This is an optimization exercise on Yosys and OpenROAD, whose aim is small area and few clock cycles, not a production implementation.
Only simulation tests tie the RTL to the original design; equivalence was not proved.
Power is estimated from default activity; no workload was simulated.

$ cat design/flow/run.sh
#!/bin/bash
# synth_recipe.tcl (not shown) runs the flow's synth.tcl, then flattens the netlist and writes it again
# the make line also repeats each setting of config.mk as NAME=value (left out here)
make -C /OpenROAD-flow-scripts/flow DESIGN_CONFIG=/design/flow/config.mk WORK_HOME=/design/flow/orfs CLKGATE_MAP_FILE= SYNTH_SCRIPT=/design/flow/synth_recipe.tcl finish
$ cat design/flow/config.mk
export PLATFORM = sky130hd
export DESIGN_NAME = bms_codec
export DESIGN_NICKNAME = bms_codec
export VERILOG_FILES = /design/flow/design.v
export SDC_FILE = /design/flow/constraint.sdc
export NUM_CORES = 4
export LEC_CHECK = 0
export CAP_MARGIN = 20
export CORE_MARGIN = 2
export CORE_UTILIZATION = 40
export PLACE_DENSITY = 0.6
export SLEW_MARGIN = 20
$ cat design/flow/constraint.sdc
create_clock -name core_clock -period 6.5 [get_ports {clk}]
set_input_delay 1.3000 -clock core_clock [delete_from_list [all_inputs] [get_ports {clk}]]
set_output_delay 1.3000 -clock core_clock [all_outputs]
set_load 0.01 [all_outputs]
$ cat design/flow/design.v
module bms_frame_byte (
    input  wire [2:0]  seg,        
    input  wire [2:0]  ch,         
    input  wire        half,       
    input  wire        soi_sel,
    input  wire [7:0]  addr,
    input  wire [7:0]  cid2,
    input  wire        has_info,
    input  wire [15:0] info,
    input  wire        len_dbl,
    input  wire        chk_dbl,
    input  wire [15:0] csum,
    output reg  [7:0]  byte_out,
    output wire        dbl
);
    function [7:0] hexchar;
        input [3:0] n;
        hexchar = (n < 4'd10) ? (8'h30 + {4'd0, n}) : (8'h37 + {4'd0, n});
    endfunction
    function [3:0] nib4;
        input [15:0] v;
        input [1:0]  k;
        case (k)
            2'd0: nib4 = v[15:12];
            2'd1: nib4 = v[11:8];
            2'd2: nib4 = v[7:4];
            default: nib4 = v[3:0];
        endcase
    endfunction
    localparam [15:0] LENGTH_VAL = 16'hE002;
    reg [3:0] nib;
    always @(*) begin
        case (seg)
            3'd1: case (ch)
                3'd0, 3'd1: nib = 4'h2;
                3'd2: nib = addr[7:4];
                3'd3: nib = addr[3:0];
                3'd4: nib = 4'h4;
                3'd5: nib = 4'h6;
                3'd6: nib = cid2[7:4];
                default: nib = cid2[3:0];
            endcase
            3'd2: nib = has_info ? nib4(LENGTH_VAL, ch[1:0]) : 4'h0;
            3'd3: nib = nib4(info, ch[1:0]);
            default: nib = nib4(csum, ch[1:0]);
        endcase
    end
    assign dbl = ((seg == 3'd2) && has_info && len_dbl) ||
                 ((seg == 3'd3) && len_dbl) ||
                 ((seg == 3'd4) && chk_dbl);
    wire [7:0] chr = hexchar(nib);
    always @(*) begin
        if (seg == 3'd0)
            byte_out = soi_sel ? 8'h7E : 8'h3E;
        else if (seg == 3'd5)
            byte_out = 8'h0D;
        else if (dbl)
            byte_out = half ? hexchar(chr[3:0]) : hexchar(chr[7:4]);
        else
            byte_out = chr;
    end
endmodule
module bms_codec (
    input  wire        clk,
    input  wire        rst,
    input  wire        req_valid,
    output wire        req_ready,
    input  wire [31:0] req_word,
    input  wire        din_valid,
    output wire        din_ready,
    input  wire [7:0]  din_byte,
    output wire        rsp_valid,
    output wire [3:0]  rsp_status,
    output wire [31:0] rsp_value,
    output wire        rsd_valid,
    output wire [7:0]  rsd_byte,
    output wire        tx_valid,
    output wire [7:0]  tx_byte,
    output wire        rxf_valid,
    output wire [7:0]  rxf_byte
);
    localparam [7:0] PROTO_VER    = 8'h22;
    localparam [7:0] CID2_TIME    = 8'h4D;
    localparam [7:0] CID2_PVER    = 8'h4F;
    localparam [7:0] CID2_DADDR   = 8'h50;
    localparam [7:0] CID2_MANUF   = 8'h51;
    localparam [7:0] CID2_ANALOG0 = 8'h42;
    localparam [7:0] CID2_ANALOG1 = 8'h43;
    localparam [15:0] ANALOG_INFO = 16'h00FF;
    localparam [2:0] ST_OK        = 3'h0;
    localparam [2:0] ST_LEN_OVF   = 3'h1;
    localparam [2:0] ST_ZERO_CHK  = 3'h3;
    localparam [2:0] ST_MALFORMED = 3'h4;
    localparam [2:0] ST_BAD_VER   = 3'h5;
    localparam [2:0] ST_ILLEGAL   = 3'h6;
    localparam [2:0] ST_CAP_FAULT = 3'h7;
    localparam [2:0] K_RSP  = 3'd0;    
    localparam [2:0] K_CFGR = 3'd1;    
    localparam [2:0] K_PCHK = 3'd2;    
    localparam [2:0] K_ENC  = 3'd3;    
    localparam [2:0] K_RXF  = 3'd4;    
    localparam [2:0] K_PEEK = 3'd5;    
    localparam [1:0] M_DRAIN = 2'd0;
    localparam [1:0] M_PCHK  = 2'd1;
    localparam [1:0] M_PUSH  = 2'd2;
    reg  [7:0]  cfg_addr;
    reg         cfg_soi_sel;
    reg         cfg_len_dbl;
    reg         cfg_chk_dbl;
    reg         fault;
    reg  [7:0]  rxbuf [0:63];
    reg  [6:0]  rx_len;
    reg         rx_b0ok;      
    reg         rx_b1ok;      
    reg         rx_last0d;    
    reg         q_v   [0:3];
    reg         q_rdy [0:3];
    reg  [2:0]  q_kind[0:3];
    reg  [2:0]  q_st  [0:3];
    reg  [6:0]  q_val [0:3];
    reg  [1:0]  q_rp, q_wp;
    reg         ie_busy;
    reg  [1:0]  ie_mode;
    reg  [15:0] ie_cnt;
    reg  [1:0]  ie_slot;
    reg  [15:0] psum;
    reg  [7:0]  enc_cid2;
    reg         enc_has_info;
    reg  [15:0] enc_info;
    reg  [5:0]  o_idx;
    reg  [2:0]  o_seg;
    reg  [2:0]  o_ch;
    reg         o_half;
    reg  [10:0] o_sum;
    wire [1:0] h = q_rp;
    wire       h_go   = q_v[h] && q_rdy[h];
    wire [2:0] h_kind = q_kind[h];
    wire [6:0] h_val  = q_val[h];
    reg pend_enc, pend_cfgrd, pend_pchk, pend_rxf;
    integer i;
    always @(*) begin
        pend_enc = 1'b0; pend_cfgrd = 1'b0; pend_pchk = 1'b0; pend_rxf = 1'b0;
        for (i = 0; i < 4; i = i + 1) begin
            if (q_v[i] && q_kind[i] == K_ENC)  pend_enc   = 1'b1;
            if (q_v[i] && (q_kind[i] == K_ENC || q_kind[i] == K_CFGR)) pend_cfgrd = 1'b1;
            if (q_v[i] && q_kind[i] == K_PCHK) pend_pchk  = 1'b1;
            if (q_v[i] && q_kind[i] == K_RXF && i != h) pend_rxf = 1'b1;
        end
    end
    wire wr_ok = !pend_rxf && !(q_v[h] && h_kind == K_RXF && rx_len[5:0] > o_idx);
    assign din_ready = ie_busy && (ie_mode != M_PUSH || wr_ok);
    wire din_fire = din_valid && din_ready;
    wire ie_last  = din_fire && (ie_cnt == 16'd1);
    wire wr       = din_fire && (ie_mode == M_PUSH);
    wire [6:0] len_w  = rx_len + 7'd1;
    wire       b0_w   = (rx_len == 7'd0) ? (din_byte == 8'h3E || din_byte == 8'h7E) : rx_b0ok;
    wire       b1_w   = (rx_len == 7'd1) ? (din_byte == PROTO_VER) : rx_b1ok;
    wire       last_w = (din_byte == 8'h0D);
    function [2:0] vstat;
        input [6:0] len;
        input b0, b1, last;
        if (len < 7'd3 || !b0)  vstat = ST_MALFORMED;
        else if (!b1)           vstat = ST_BAD_VER;
        else if (!last)         vstat = ST_MALFORMED;
        else                    vstat = ST_OK;
    endfunction
    wire [2:0] st_w    = vstat(len_w, b0_w, b1_w, last_w);
    wire       deliver_w = (st_w == ST_OK);
    wire [6:0] rx_len1  = !wr ? rx_len : (ie_last && deliver_w) ? 7'd0 : len_w;
    wire       b0_1     = wr ? b0_w   : rx_b0ok;
    wire       b1_1     = wr ? b1_w   : rx_b1ok;
    wire       last_1   = wr ? last_w : rx_last0d;
    wire [3:0]  op   = req_word[31:28];
    wire [15:0] n16  = req_word[15:0];
    wire        has_data = (op == 4'h6) || (op == 4'h7);
    wire        n_zero   = (n16 == 16'd0);
    reg legal;
    always @(*) begin
        case (op)
            4'h1: legal = (req_word[27:11] == 17'd0);
            4'h2: legal = (req_word[27:0] == 28'd0);
            4'h3: legal = req_word[24] ? (req_word[27:25] == 3'd0)
                                       : (req_word[27:24] == 4'd0 && req_word[15:0] == 16'd0);
            4'h4: legal = (req_word[27:4] == 24'd0) && (req_word[3:0] <= 4'h5);
            4'h5: legal = (req_word[27:16] == 12'd0);
            4'h6: legal = (req_word[27:16] == 12'd0);
            4'h7: legal = (req_word[27:16] == 12'd0);
            4'h8: legal = (req_word[27:0] == 28'd0);
            default: legal = 1'b0;
        endcase
    end
    reg  [7:0]  cmd_cid2;
    always @(*) begin
        case (req_word[2:0])
            3'd0: cmd_cid2 = CID2_TIME;
            3'd1: cmd_cid2 = CID2_PVER;
            3'd2: cmd_cid2 = CID2_DADDR;
            3'd3: cmd_cid2 = CID2_MANUF;
            3'd4: cmd_cid2 = CID2_ANALOG0;
            default: cmd_cid2 = CID2_ANALOG1;
        endcase
    end
    wire cmd_has_info = (req_word[2:0] == 3'd4) || (req_word[2:0] == 3'd5);
    wire [5:0] lsum = {2'd0, n16[11:8]} + {2'd0, n16[7:4]} + {2'd0, n16[3:0]};
    wire [3:0] lchk = (~lsum[3:0]) + 4'd1;
    wire       ovf    = (n16[15:7] != 9'd0) || ({1'b0, rx_len1} + {1'b0, n16[6:0]} > 8'd64);
    wire [2:0] st_0   = vstat(rx_len1, b0_1, b1_1, last_1);
    wire stall = ((op == 4'h1) && pend_cfgrd) ||
                 ((op == 4'h3 || op == 4'h4) && pend_enc) ||
                 ((op == 4'h6) && pend_pchk);
    wire ie_free = !ie_busy || ie_last;
    assign req_ready = ie_free && !q_v[q_wp] && !stall;
    wire req_fire = req_valid && req_ready;
    wire [7:0] enc_byte;
    wire       enc_dbl;
    wire [15:0] csum = {5'b11111, (~o_sum) + 11'd1};
    bms_frame_byte u_frame (
        .seg      (o_seg),
        .ch       (o_ch),
        .half     (o_half),
        .soi_sel  (cfg_soi_sel),
        .addr     (cfg_addr),
        .cid2     (enc_cid2),
        .has_info (enc_has_info),
        .info     (enc_info),
        .len_dbl  (cfg_len_dbl),
        .chk_dbl  (cfg_chk_dbl),
        .csum     (csum),
        .byte_out (enc_byte),
        .dbl      (enc_dbl)
    );
    wire [5:0] flen = 6'd18 + (enc_has_info ? (cfg_len_dbl ? 6'd12 : 6'd4) : 6'd0)
                            + (cfg_chk_dbl ? 6'd4 : 6'd0);
    wire is_enc  = (h_kind == K_ENC);
    wire is_rxf  = (h_kind == K_RXF);
    wire is_peek = (h_kind == K_PEEK);
    wire buf_last = ({1'b0, o_idx} + 7'd1 == h_val);
    wire buf_empty = (h_val == 7'd0);
    assign tx_valid  = h_go && is_enc;
    assign rxf_valid = h_go && is_rxf;
    assign rsd_valid = h_go && is_peek && !buf_empty;
    assign rsp_valid = h_go && (is_enc  ? (o_seg == 3'd5) :
                                is_rxf  ? buf_last :
                                is_peek ? (buf_empty || buf_last) : 1'b1);
    wire [7:0] buf_byte = rxbuf[o_idx];
    assign tx_byte  = enc_byte;
    assign rxf_byte = buf_byte;
    assign rsd_byte = buf_byte;
    reg [2:0]  r_st;
    reg [15:0] r_val;
    wire [15:0] pval = (~psum) + 16'd1;
    always @(*) begin
        r_st  = ST_OK;
        r_val = 16'd0;
        case (h_kind)
            K_RSP:  begin r_st = q_st[h]; r_val = {9'd0, h_val}; end
            K_CFGR: r_val = {5'd0, cfg_chk_dbl, cfg_len_dbl, cfg_soi_sel, cfg_addr};
            K_PCHK: begin r_st = (psum == 16'd0) ? ST_ZERO_CHK : ST_OK; r_val = pval; end
            K_ENC:  r_val = {10'd0, flen};
            K_RXF:  r_val = 16'd1;
            default: r_val = {9'd0, h_val};
        endcase
    end
    assign rsp_status = {1'b0, r_st};
    assign rsp_value  = {16'd0, r_val};
    wire [2:0] seg_lastch = (o_seg == 3'd1) ? 3'd7 : (o_seg == 3'd0 || o_seg == 3'd5) ? 3'd0 : 3'd3;
    always @(posedge clk) begin
        if (rst) begin
            cfg_addr    <= 8'h01;
            cfg_soi_sel <= 1'b0;
            cfg_len_dbl <= 1'b0;
            cfg_chk_dbl <= 1'b0;
            fault       <= 1'b0;
            rx_len      <= 7'd0;
            q_v[0] <= 1'b0; q_v[1] <= 1'b0; q_v[2] <= 1'b0; q_v[3] <= 1'b0;
            q_rp        <= 2'd0;
            q_wp        <= 2'd0;
            ie_busy     <= 1'b0;
            o_idx       <= 6'd0;
            o_seg       <= 3'd0;
            o_ch        <= 3'd0;
            o_half      <= 1'b0;
        end else begin
            if (din_fire) begin
                ie_cnt <= ie_cnt - 16'd1;
                if (ie_mode == M_PCHK)
                    psum <= psum + {8'd0, din_byte};
                if (wr) begin
                    rxbuf[rx_len[5:0]] <= din_byte;
                    rx_len    <= rx_len1;
                    rx_b0ok   <= b0_w;
                    rx_b1ok   <= b1_w;
                    rx_last0d <= last_w;
                end
                if (ie_cnt == 16'd1) begin
                    ie_busy        <= 1'b0;
                    q_rdy[ie_slot] <= 1'b1;
                    if (ie_mode == M_PUSH) begin
                        q_kind[ie_slot] <= deliver_w ? K_RXF : K_RSP;
                        q_st[ie_slot]   <= st_w;
                        q_val[ie_slot]  <= deliver_w ? len_w : 7'd0;
                    end
                end
            end
            if (req_fire) begin
                q_v[q_wp]   <= 1'b1;
                q_rdy[q_wp] <= 1'b1;
                q_kind[q_wp] <= K_RSP;
                q_st[q_wp]  <= ST_OK;
                q_val[q_wp] <= 7'd0;
                q_wp        <= q_wp + 2'd1;
                ie_slot     <= q_wp;
                ie_cnt      <= n16;
                ie_mode     <= M_DRAIN;
                if (fault || !legal) begin
                    q_st[q_wp] <= fault ? ST_CAP_FAULT : ST_ILLEGAL;
                    if (has_data && !n_zero) begin
                        q_rdy[q_wp] <= 1'b0;
                        ie_busy     <= 1'b1;
                    end
                end else begin
                    case (op)
                    4'h1: begin  
                        cfg_addr    <= req_word[7:0];
                        cfg_soi_sel <= req_word[8];
                        cfg_len_dbl <= req_word[9];
                        cfg_chk_dbl <= req_word[10];
                    end
                    4'h2: q_kind[q_wp] <= K_CFGR;
                    4'h3: begin  
                        q_kind[q_wp] <= K_ENC;
                        enc_cid2     <= req_word[23:16];
                        enc_has_info <= req_word[24];
                        enc_info     <= req_word[15:0];
                    end
                    4'h4: begin  
                        q_kind[q_wp] <= K_ENC;
                        enc_cid2     <= cmd_cid2;
                        enc_has_info <= cmd_has_info;
                        enc_info     <= ANALOG_INFO;
                    end
                    4'h5: begin  
                        if (n16[15:12] != 4'd0)
                            q_st[q_wp] <= ST_LEN_OVF;
                        else
                            q_val[q_wp] <= {3'd0, lchk};
                    end
                    4'h6: begin  
                        if (n_zero) begin
                            q_st[q_wp] <= ST_ZERO_CHK;
                        end else begin
                            q_kind[q_wp] <= K_PCHK;
                            q_rdy[q_wp]  <= 1'b0;
                            ie_busy      <= 1'b1;
                            ie_mode      <= M_PCHK;
                            psum         <= 16'd0;
                        end
                    end
                    4'h7: begin  
                        if (ovf) begin
                            fault      <= 1'b1;
                            q_st[q_wp] <= ST_CAP_FAULT;
                            if (!n_zero) begin
                                q_rdy[q_wp] <= 1'b0;
                                ie_busy     <= 1'b1;
                            end
                        end else if (!n_zero) begin
                            q_rdy[q_wp] <= 1'b0;
                            ie_busy     <= 1'b1;
                            ie_mode     <= M_PUSH;
                        end else if (rx_len1 != 7'd0) begin
                            if (st_0 == ST_OK) begin
                                q_kind[q_wp] <= K_RXF;
                                q_val[q_wp]  <= rx_len1;
                                rx_len       <= 7'd0;
                            end else begin
                                q_st[q_wp] <= st_0;
                            end
                        end
                    end
                    default: begin  
                        q_kind[q_wp] <= K_PEEK;
                        q_val[q_wp]  <= rx_len1;
                    end
                    endcase
                end
            end
            if (h_go) begin
                if (rsp_valid) begin
                    q_v[h] <= 1'b0;
                    q_rp   <= q_rp + 2'd1;
                    o_idx  <= 6'd0;
                end else if (!is_enc) begin
                    o_idx  <= o_idx + 6'd1;
                end
                if (is_enc) begin
                    if (o_seg == 3'd0)
                        o_sum <= 11'd0;
                    else if (o_seg != 3'd4 && o_seg != 3'd5)
                        o_sum <= o_sum + {3'd0, enc_byte};
                    if (enc_dbl && !o_half) begin
                        o_half <= 1'b1;
                    end else begin
                        o_half <= 1'b0;
                        if (o_ch == seg_lastch) begin
                            o_ch <= 3'd0;
                            case (o_seg)
                                3'd2:    o_seg <= enc_has_info ? 3'd3 : 3'd4;
                                3'd5:    o_seg <= 3'd0;
                                default: o_seg <= o_seg + 3'd1;
                            endcase
                        end else begin
                            o_ch <= o_ch + 3'd1;
                        end
                    end
                end
            end
        end
    end
endmodule
==> summary.txt <==
-- layer usage --
metal / part of all wire / vias up / GRT usage
li1: - / 8697 / -
met1: 0.44 / 10100 / 0.2844
met2: 0.47 / 741 / 0.3243
met3: 0.067 / 126 / 0.03629
met4: 0.024 / 2 / 0.05326
met5: 0.00013 / - / 0
-- placed cells by master (no fill, tap or decap), types with 20 or more instances in the layout --
cell and instances:
a21oi_1 77, and2_1 20, buf_4 66, clkbuf_16 82, clkdlybuf4s50_1 83, dfxtp_1 52
edfxtp_1 639, ha_1 59, inv_1 72, mux2i_1 24, mux4_2 182, nand2_1 126
nand2b_1 24, nand3_1 43, nor2_1 219, nor3_1 43, o21ai_0 59, o21ai_1 23
o31ai_1 24, or3_1 23, xnor2_1 47, xor2_1 27
-- cells by family after synthesis --
kind of cell,after synthesis
other,1
buffers and inverters,209
and+or+nand+nor,600
adders and majority gates,70
DFF,694
muxes,215
AOI/OAI and AO/OA,313
xor gates and xnor gates,74
-- registers in the layout, summed over array words and instances (netlist names), 11 cells and up, named ones only --
register and cells:
q_val 28, o_sum 11, ie_cnt 16, q_st 12
psum 16, q_kind 12, enc_info 16, rxbuf 512
-- final timing paths --
check | endpoint | slack (ns) | depth (start not counted)
worst max-delay path | tx_byte[1] | 0.50 | 12
worst min-delay path | q_rdy[1]$_DFF_P_ | 0.49 | 2
worst max register to register | q_st[1][2]$_DFFE_PP_ | 0.83 | 21
worst min register to register | q_rdy[1]$_DFF_P_ | 0.49 | 2
-- power by group --
part / internal (mW) / switching [mW]
logic: 0.523 / 0.742
clock network: 2.56 / 1.83
registers: 4.97 / 0.0862
total: 8.05 / 2.66
-- final cells by class --
type / instances / area share
diodes: 1 / 0.00006773
clock inverters: 39 / 0.01172
inverters: 73 / 0.007416
repair buffers: 161 / 0.03881
well taps: 1050 / 0.03556
flip-flops and latches: 694 / 0.5494
multi-input cells: 1290 / 0.2990
clock buffers: 99 / 0.05808
-- through the flow --
step | cell area, um2 | total power [mW] | std cells
after CTS | 36940 | 10.78 | 3405
final | 36950 | 10.71 | 3407
after global placement | 34360 | 6.380 | 3267
after global routing | 36940 | 11.07 | 3406
after detailed placement | 34360 | 6.406 | 3267
after floorplan | 32220 | 5.891 | 2193
-- worst max-delay path, stage by stage, from the launching register on --
cell	delay, ns
dfxtp_1	0.43
inv_1	0.12
ha_1	0.37
a222oi_1	0.46
o21ai_0	0.13
a22o_1	0.20
a31o_2	0.22
a31oi_1	0.48
ha_1	0.35
a22o_1	0.21
a211oi_1	0.30
or3_1	0.25
clkdlybuf4s50_1	0.56
==> summary.txt <==
* CTS root buffer: clkbuf_16
* CP Launch Type: flop
* Grt ovf at 0
* Final worst setup slack at 0.4991 ns
* Io pins at 110
* Per-cell routed wire length at 24.40 um
* TritonCTS clock tree: done
* Port Buffers at 91
* Leakage at 11.89 nW
* Outcome: finished clean
* Synth top area share at 0.5967
* Ratio of cells with drive above 1 in the final layout at 0.1706
* Largest area contributor in the synthesized netlist: edfxtp_1
* Die height at 287.5 um
* Tcrit/Tclk final at 0.9232
* Fin Hold WS at 0.4879 ns
* Fmax at 166.6 MHz
* Max-Cap Viols at 0
* CTS buffer count at 77
* Yosys reg bits at 694
* Hold_sp: q_rdy[1]$_DFF_P_
* Largest cells by area after synthesis: edfxtp_1 60%, mux4_2 13%, dfxtp_1 3.4%
* Area occupied by multi-input gates at 0.01105 mm2
* Total Routing Usage GR at 0.2021
* Post-synthesis async set-or-reset flop share at 0
* PostCTS Resize Cnt at 0
* CTS H-tree depth at 3
* Adder-cell share of the synthesized area at 0.02856
* Via density at 5.772
* Fin Clk Skew at 0.03679 ns
* Nets at 2407
* RSZ-0062 raised after global routing: false
* Count leader, synth: edfxtp_1
* Post-Synth XOR/XNOR Area at 0.02015
* Crit end category: primary output
* Initial Util at 0.4058
* Slew of the pin with the lowest slew margin at 0.9986 ns
* Primary FF master, synth: edfxtp_1
* Reg2reg start: rx_len[0]$_SDFF_PP0_
* Detail Route Antenna Nets at 0
* Synth Instances at 2176
* Hold crit path type: reg -> reg
* Worst EP required at 5.20 ns
* Drt pass-1 iters at 5
* CP Data Arrival Time at 4.70 ns
* Cell area after synthesis at 0.03216 mm2
* Clk sinks at 694
* VDD IR-drop max at 0.0002117 V
* Max FO, Critical Path at 11
* Main combinational cell family by area after synthesis: multiplexers
* Final hold vios at 0
* Area Overhead vs Synth at 14.89%
* Hpwl dp at 55990 um
* Relative slew slack at 0.3297
* CTS Buffer Depth at 3
* Setup Viol. Count Final at 0
* Final wirelength at 83140 um
* Number of synthesized flops with an enable pin at 639
* Die width at 287.5 um
* Initial antenna violation count at 2
* Num rows at 103
* Cts hold-fix bufs at 0
* Via count at 19.66k
* GP Congestion at 0.8758
* Die area at 0.08268 mm2
* Yosys cell types at 83
* Setup TNS at 0 ns
* Clk slew on worst S/H paths at 0.06 ns
* First-pass GRT wire length at 125900 um
* Synth Area in Simple Gates at 0.08991
* Iteration-0 DRC Markers at 1923
* Post-synthesis mux area share at 0.1382
* Post-Place Worst Slack at 0.1389 ns
* Min cycle time layout at 6.001 ns
* Layout fillers at 6835
* Worst setup startpoint: o_ch[0]$_SDFFE_PP0P_
* Most frequent cells after synthesis: 639 x edfxtp_1, 220 x nor2_1, 182 x mux4_2
* Kind of critical path: reg -> out
* Clock Latency Late Sink at 0.65 ns
* Max Slew Vio Count at 0
* Vias in the first global route at 19.65k
* Largest net degree at the start of global routing at 67
* Final Core Density at 0.4662
* Setup bufs post-CTS at 0
* Sequential fraction of the synthesis area at 0.6309
* Synthesized area per cell at 14.78 um2
* Compound-Gate Fraction of Synth Area at 0.06431
* P per Cell Area at 290.0 mW/mm2
* Final routed DRC violation total at 0
* Core area at 0.07926 mm2
* Sequential cell area at 0.02030 mm2
* Synth warnings at 2
Testbench counts, summed over its fixed seeds: cycles 21,643.

separate check: timing with driven ports:
In the flow no input, the clock included, has a driving cell. The finished layout below was timed again as built, in two steps. Step 1, drivers: a clkbuf_16 drives clk and a buf_2 each remaining input, both assumed. Step 2 also shifts input and output timing later by t, the mid clock arrival at the registers, as if the neighbouring blocks saw the same clock. Slacks: ideal ports / drivers / drivers and shift; pairs: ideal ports / drivers.
t (ns): 0.691
setup WS [ns]: 0.499 / 0.436 / 0.058
worst register clock-pin slew, ns: 0.06 / 0.06
cell pins on the clock port's net: 1
After both steps this run still meets setup and hold. For this run, drivers alone change the setup slack by -0.063 ns; drivers and shift together by -0.441 ns.
